This design comes from an exercise in tuning for a short achievable clock period and few clock cycles on the open sky130 flow, not from production work. Only simulation tests tie the RTL to the original design; equivalence was not proved. No activity file was given, so power comes from the tool's default toggle rates.

==> flow/design.v <==
module snappy_dec (
    input  wire        clk,
    input  wire        rst,
    input  wire        start,
    input  wire [15:0] src_len,
    input  wire [15:0] dst_cap,
    output wire        busy,
    output reg         done,
    output reg  [7:0]  fault,
    output reg  [31:0] result,
    output reg  [31:0] info0,
    output reg  [31:0] info1,
    output wire        in_re,
    output wire [15:0] in_addr,
    input  wire [7:0]  in_rdata,
    output wire        out_re,
    output wire [15:0] out_raddr,
    input  wire [7:0]  out_rdata,
    output wire        out_we,
    output wire [15:0] out_waddr,
    output wire [7:0]  out_wdata
);
    localparam [7:0] F_NONE      = 8'h00;
    localparam [7:0] F_VARINT    = 8'h01;
    localparam [7:0] F_COPY_OFF  = 8'h02;
    localparam [7:0] F_LEN_MISM  = 8'h03;
    localparam [7:0] F_TRUNC     = 8'h04;
    localparam [7:0] F_OVERRUN   = 8'h05;
    localparam [7:0] F_DST_SMALL = 8'h21;
    localparam [3:0] S_IDLE     = 4'd0,
                     S_HDR_REQ  = 4'd1,
                     S_HDR_DATA = 4'd2,
                     S_DECL     = 4'd3,
                     S_TAG_REQ  = 4'd4,
                     S_TAG_DATA = 4'd5,
                     S_TRL_REQ  = 4'd6,
                     S_TRL_DATA = 4'd7,
                     S_EXEC     = 4'd8,
                     S_LIT_REQ  = 4'd9,
                     S_LIT_WR   = 4'd10,
                     S_CPY_REQ  = 4'd11,
                     S_CPY_WR   = 4'd12;
    reg [3:0]  state;
    reg [16:0] ip;         
    reg [16:0] ip_end;     
    reg [16:0] op;         
    reg [31:0] declared;   
    reg [2:0]  nbytes;     
    reg [7:0]  tag;
    reg [2:0]  tcount;     
    reg [2:0]  tidx;       
    reg [31:0] trailer;
    reg [32:0] cnt;        
    reg [31:0] copy_off;
    assign busy = (state != S_IDLE);
    assign in_re     = ((state == S_HDR_REQ || state == S_TAG_REQ) && ip != ip_end)
                       || state == S_TRL_REQ || state == S_LIT_REQ;
    assign in_addr   = ip[15:0];
    assign out_re    = (state == S_CPY_REQ);
    assign out_raddr = op[15:0] - copy_off[15:0];
    assign out_we    = (state == S_LIT_WR) || (state == S_CPY_WR);
    assign out_waddr = op[15:0];
    assign out_wdata = (state == S_LIT_WR) ? in_rdata : out_rdata;
    wire [1:0] tag_kind  = in_rdata[1:0];
    wire [5:0] tag_u     = in_rdata[7:2];
    reg  [2:0] dec_tcount;
    always @(*) begin
        case (tag_kind)
            2'b00:   dec_tcount = (tag_u >= 6'd60) ? ({1'b0, tag_u[1:0]} + 3'd1) : 3'd0;
            2'b01:   dec_tcount = 3'd1;
            2'b10:   dec_tcount = 3'd2;
            default: dec_tcount = 3'd4;
        endcase
    end
    wire        is_lit   = (tag[1:0] == 2'b00);
    wire [32:0] lit_len  = (tcount == 3'd0) ? {27'd0, tag[7:2]} + 33'd1
                                            : {1'b0, trailer} + 33'd1;
    wire [6:0]  cpy_len  = (tag[1:0] == 2'b01) ? {4'd0, tag[4:2]} + 7'd4
                                               : {1'b0, tag[7:2]} + 7'd1;
    wire [31:0] cpy_off  = (tag[1:0] == 2'b01) ? {21'd0, tag[7:5], trailer[7:0]} : trailer;
    wire [33:0] lit_in_end  = {17'd0, ip} + {1'b0, lit_len};
    wire [33:0] lit_out_end = {17'd0, op} + {1'b0, lit_len};
    wire [17:0] cpy_out_end = {1'b0, op} + {11'd0, cpy_len};
    wire [31:0] vbits = {25'd0, in_rdata[6:0]} << (7 * nbytes);
    task finish(input [7:0] f, input [31:0] r, input [31:0] i0, input [31:0] i1);
        begin
            state  <= S_IDLE;
            done   <= 1'b1;
            fault  <= f;
            result <= r;
            info0  <= i0;
            info1  <= i1;
        end
    endtask
    always @(posedge clk) begin
        if (rst) begin
            state    <= S_IDLE;
            done     <= 1'b0;
            fault    <= 8'd0;
            result   <= 32'd0;
            info0    <= 32'd0;
            info1    <= 32'd0;
            ip       <= 17'd0;
            ip_end   <= 17'd0;
            op       <= 17'd0;
            declared <= 32'd0;
            nbytes   <= 3'd0;
            tag      <= 8'd0;
            tcount   <= 3'd0;
            tidx     <= 3'd0;
            trailer  <= 32'd0;
            cnt      <= 33'd0;
            copy_off <= 32'd0;
        end else begin
            done   <= 1'b0;
            case (state)
                S_IDLE: begin
                    if (start) begin
                        ip       <= 17'd0;
                        ip_end   <= {1'b0, src_len};
                        op       <= 17'd0;
                        declared <= 32'd0;
                        nbytes   <= 3'd0;
                        fault    <= 8'd0;
                        result   <= 32'd0;
                        info0    <= 32'd0;
                        info1    <= 32'd0;
                        state    <= S_HDR_REQ;
                    end
                end
                S_HDR_REQ: begin
                    if (ip == ip_end) begin
                        finish(F_TRUNC, 32'd0, 32'd0, 32'd0);
                    end else begin
                        state   <= S_HDR_DATA;
                    end
                end
                S_HDR_DATA: begin
                    declared <= declared | vbits;
                    nbytes   <= nbytes + 3'd1;
                    ip       <= ip + 17'd1;
                    if (!in_rdata[7])
                        state <= S_DECL;
                    else if (nbytes == 3'd4)
                        finish(F_VARINT, 32'd0, {24'd0, in_rdata}, 32'd0);
                    else
                        state <= S_HDR_REQ;
                end
                S_DECL: begin
                    if (declared > {16'd0, dst_cap})
                        finish(F_DST_SMALL, 32'd0, declared, {16'd0, dst_cap});
                    else
                        state <= S_TAG_REQ;
                end
                S_TAG_REQ: begin
                    if (ip == ip_end) begin
                        if ({15'd0, op} == declared)
                            finish(F_NONE, declared, 32'd0, 32'd0);
                        else
                            finish(F_LEN_MISM, 32'd0, declared, {15'd0, op});
                    end else begin
                        state   <= S_TAG_DATA;
                    end
                end
                S_TAG_DATA: begin
                    tag     <= in_rdata;
                    tcount  <= dec_tcount;
                    tidx    <= 3'd0;
                    trailer <= 32'd0;
                    ip      <= ip + 17'd1;
                    if ({1'b0, ip} + 18'd1 + {15'd0, dec_tcount} > {1'b0, ip_end})
                        finish(F_TRUNC, 32'd0, declared, {15'd0, op});
                    else if (dec_tcount == 3'd0)
                        state <= S_EXEC;
                    else
                        state <= S_TRL_REQ;
                end
                S_TRL_REQ: begin
                    state   <= S_TRL_DATA;
                end
                S_TRL_DATA: begin
                    trailer <= trailer | ({24'd0, in_rdata} << (8 * tidx));
                    tidx    <= tidx + 3'd1;
                    ip      <= ip + 17'd1;
                    if (tidx + 3'd1 == tcount)
                        state <= S_EXEC;
                    else
                        state <= S_TRL_REQ;
                end
                S_EXEC: begin
                    if (is_lit) begin
                        if (lit_in_end > {17'd0, ip_end})
                            finish(F_TRUNC, 32'd0, declared, {15'd0, op});
                        else if (lit_out_end > {2'd0, declared})
                            finish(F_OVERRUN, 32'd0, declared, lit_out_end[31:0]);
                        else begin
                            cnt   <= lit_len;
                            state <= S_LIT_REQ;
                        end
                    end else begin
                        copy_off <= cpy_off;
                        if (cpy_off == 32'd0 || cpy_off > {15'd0, op})
                            finish(F_COPY_OFF, 32'd0, cpy_off, {15'd0, op});
                        else if ({14'd0, cpy_out_end} > {2'd0, declared})
                            finish(F_OVERRUN, 32'd0, declared, {14'd0, cpy_out_end});
                        else begin
                            cnt   <= {26'd0, cpy_len};
                            state <= S_CPY_REQ;
                        end
                    end
                end
                S_LIT_REQ: begin
                    state   <= S_LIT_WR;
                end
                S_LIT_WR: begin
                    op        <= op + 17'd1;
                    ip        <= ip + 17'd1;
                    cnt       <= cnt - 33'd1;
                    if (cnt == 33'd1)
                        state <= S_TAG_REQ;
                    else
                        state <= S_LIT_REQ;
                end
                S_CPY_REQ: begin
                    state     <= S_CPY_WR;
                end
                S_CPY_WR: begin
                    op        <= op + 17'd1;
                    cnt       <= cnt - 33'd1;
                    if (cnt == 33'd1)
                        state <= S_TAG_REQ;
                    else
                        state <= S_CPY_REQ;
                end
                default: state <= S_IDLE;
            endcase
        end
    end
endmodule
==> flow/run.sh <==
#!/bin/bash
# synth_recipe.tcl (not shown) runs the flow's synth.tcl, then flattens the netlist and writes it again
# the make line also repeats each setting of config.mk as NAME=value (left out here)
make -C /OpenROAD-flow-scripts/flow DESIGN_CONFIG=/design/flow/config.mk WORK_HOME=/design/flow/orfs CLKGATE_MAP_FILE= SYNTH_SCRIPT=/design/flow/synth_recipe.tcl finish
==> flow/config.mk <==
export PLATFORM = sky130hd
export DESIGN_NAME = snappy_dec
export DESIGN_NICKNAME = snappy_dec
export VERILOG_FILES = /design/flow/design.v
export SDC_FILE = /design/flow/constraint.sdc
export NUM_CORES = 4
export LEC_CHECK = 0
export CAP_MARGIN = 20
export CORE_MARGIN = 2
export CORE_UTILIZATION = 40
export SLEW_MARGIN = 20
==> flow/constraint.sdc <==
create_clock -name core_clock -period 10.0 [get_ports {clk}]
set_input_delay 2.0000 -clock core_clock [delete_from_list [all_inputs] [get_ports {clk}]]
set_output_delay 2.0000 -clock core_clock [all_outputs]
set_load 0.01 [all_outputs]
==> impl_results.md <==
* First-pass DRT Iterations at 7
* Cell area after synthesis at between 20000 and 25000 um2
* CTS tree: built
* Die height at 231 um
* Worst path slowest cell: nor3_2
* Worst min path class: flop to flop
* Count of final setup violators at 0
* DRC errors left at 0
* Slew @ Worst Pin at 1040 ps
* Synth Register Bits at 285
* Final Hold Viols at 0
* CP dominant cell by count: nor2_1
* CTS Buf Count at 35
* Crit-path max cell delay at 700 ps
* Core Area at 51200 um2
* CP endpoint kind: flop
* WL/cell at 24.8 um
* Ant. Diodes at 0
* Async set or reset register ratio after synthesis at 0%
* Slew margin rel. at 30.3%
* Port bufs at between 200 and 250
* Via count at 21.3k
* Share of layout cells above drive strength 1 at between 6 and 7%
* Htree depth at 2
* Final Wtd Congestion at 1.01
* Crit path DAT at 9060 ps
* Post-synth EDFFs at 0
* Tcrit/Tclk final at between 80 and 90%
* Row count at 83
* Maximum VDD drop at 0.100 mV
* FILL cells at 4997
* Crit Path Category: flop to flop
* Mapped Cells at 2667
* Number of setup buffers added after CTS at 0
* Main flop type after synthesis: dfxtp_1
* Layout Skew at 49.0 ps
* First-pass GRT wire length at 128 mm
* Initial DRC count at ~2.3k
* MaxCap Viol Count at 0
* Worst EP required at between 10000 and 15000 ps
* Post-synthesis average cell area at 7.76 um2
* Power per cell area at 119 nW/um2
* Dpl hpwl at 65.3 mm
* Routed WL at 86.8 mm
* Vias in the first global route at roughly 20k
* Clock latency (worst-skew pair) at roughly 590 ps
* Max Root-Sink Buffers at 3
* # hold bufs at CTS at 0
* DR vias/cell at between 6 and 7
* Netlist cell types at 86
* CTS sink cnt at approximately 290
* Fmax achieved at 117 MHz
* Reg clk slew, reported paths at 70 ps
* Grt ovf at 0
* Overall Global Routing Usage at 31.5%
* Setup repair after global routing missed its margin: no
* Max Transition Viols Final at 0
* Initial antenna violation count at 2
* Outcome: no timing/DRC/antenna violations
* DIE AREA at 53600 um2
* Number of cells upsized or downsized after cts at 0
* Type of origin of the critical path: flop
* Minimum clock period at between 8000 and 9000 ps
* Largest net degree at the start of global routing at 69
* Register area share after synthesis at between 20 and 30%
* Post-Route Setup TNS at 0 ps
* IO Count at between 200 and 250
* Die span in x at 231 um
* Initial Util at approximately two fifths
* Power Total at 2.91 mW
* Critical path peak fanout at 40
* Leak Pwr at approximately 9.7 nW
* P&R area growth vs syn at 18.6%
* Fin nets at 3032
* Clock root cell: clkbuf_16
* Post-route ant nets at 0
* Syn. warnings at 1
area by class of cell:
class                           count  area (um2)  area share, %
Multi-Input combinational cell   2033       13500           55.2
Sequential cell                   285        5710           23.2
Timing Repair Buffer              277        2630           10.7
Clock buffer                       47         971           3.95
Tap cell                          680         851           3.47
Inverter                          157         589           2.40
Clock inverter                     16         255           1.04
placed cells by master (no fill, tap or decap), types with 33 or more instances in the layout:
cell               n
dfxtp_1          285
nor2_1           283
nand2_1          232
a21oi_1          210
clkdlybuf4s50_1  210
ha_1             187
inv_1            157
xnor2_1          116
o21ai_0          103
nand3_1           75
nor3_1            68
buf_4             65
nand4_1           59
xor2_1            58
and3_1            44
a22oi_1           38
a21o_1            36
clkbuf_16         35
a22o_1            34
o2bb2ai_1         33
cell usage after synthesis, types with 33 or more instances:
cell,instances,area (um2)
nor3_1,70,350
xnor2_1,116,1020
nand2_1,234,878
buf_4,41,308
and3_1,44,275
nor2_1,284,1070
o21ai_0,104,521
dfxtp_1,285,5710
a21oi_1,210,1050
clkbuf_1,119,447
a22oi_1,38,285
o2bb2ai_1,33,289
inv_1,157,589
xor2_1,58,508
nand3_1,76,380
ha_1,187,2340
nand4_1,59,369
a22o_1,34,298
a21o_1,36,270
power breakdown:
group,switching [mW],total (mW),internal [mW]
sequential,0.0230,1.17,1.15
clock,0.547,1.37,0.820
combinational,0.250,0.374,0.125
cells by family (layout without fill, tap and decap cells):
| family | count (synthesis) | after routing | synth area share (%) |
|---|---|---|---|
| XOR/XNOR | 174 | 174 | 7.36 |
| AO/OA/AOI/OAI | 690 | 690 | 22.2 |
| other | 1 | 4 | 0.0181 |
| buffers and inverters | 352 | 497 | 7.32 |
| multiplexers | 20 | 20 | 1.05 |
| AND/OR/NAND/NOR | 953 | 953 | 22.7 |
| flip-flops | 285 | 285 | 27.6 |
| adder cells (fa/ha/maj) | 192 | 192 | 11.8 |
routing by layer:
metal  track usage, %  vias up  part of all wire (%)
li1                 -     9787                     -
met1             43.3    10200                    43
met2             47.2     1128                    43
met3             7.57      230                   9.9
met4             12.2        4                   4.0
met5                0        -                 0.031
sequential cells by signal, summed over array words and instances (netlist names), 8 cells and up:
| name | count |
|---|---|
| copy_off | 16 |
| ip_end | 16 |
| info1 | 32 |
| declared | 32 |
| ip | 17 |
| result | 32 |
| cnt | 33 |
| info0 | 32 |
| trailer | 32 |
| tag | 8 |
| op | 17 |
worst max-delay path, delay by kind of cell, from the launching register on:
kind	cells	cell delay (ps)
flops	1	340
compound gates	9	2880
fa+ha+maj	3	960
simple gates	15	3300
buf+inv	5	820
xor+xnor	1	160
through the flow:
step	hold WS [ps]	utilization [%]	cells	worst slack (ps)	instance area [um2]
3_3_place_gp	444	45.5	3432	1680	23300
5_1_grt	475	48.0	3495	937	24600
6_report	453	48.0	3495	1430	24600
4_1_cts	457	47.9	3495	1570	24500
2_1_floorplan	433	-	2670	2670	20700
3_5_place_dp	449	45.5	3432	1540	23300
final timing paths:
kind,startpoint,endpoint,slack [ps],cells after the start
setup / recovery,tcount[2]$_SDFFE_PP0P_,info1[13]$_SDFFE_PP0P_,1430,33
hold / removal,copy_off[3]$_SDFFE_PP0P_,copy_off[3]$_SDFFE_PP0P_,450,2
setup reg to reg,tcount[2]$_SDFFE_PP0P_,info1[13]$_SDFFE_PP0P_,1430,33
hold reg to reg,copy_off[3]$_SDFFE_PP0P_,copy_off[3]$_SDFFE_PP0P_,450,2
Testbench counts, summed over its fixed seeds: cycles 327,597.

-- afterwards: timing with drivers on the ports --
No port has a modelled driver above. Below, the same layout with a new extraction and two added sets of constraints. Step 1, drivers: a clkbuf_16 drives clk and a buf_2 each remaining input, both assumed. Step 2 moves the port delays by t, midway between the first and last clock arrival at a register: inputs arrive t later, outputs are due t later. That takes back most of the time a late clock gives input paths. Three values: ideal, step 1, step 2; two values: the first two.
t (ns): 0.631
slack for setup (ns): 1.429 / 1.429 / 1.429
clock arrival spread, ns: 0.049 / 0.049
After both steps setup and hold are still met in this run. The setup slack of this run moves by 0.000 ns with the drivers and by 0.000 ns with both steps.
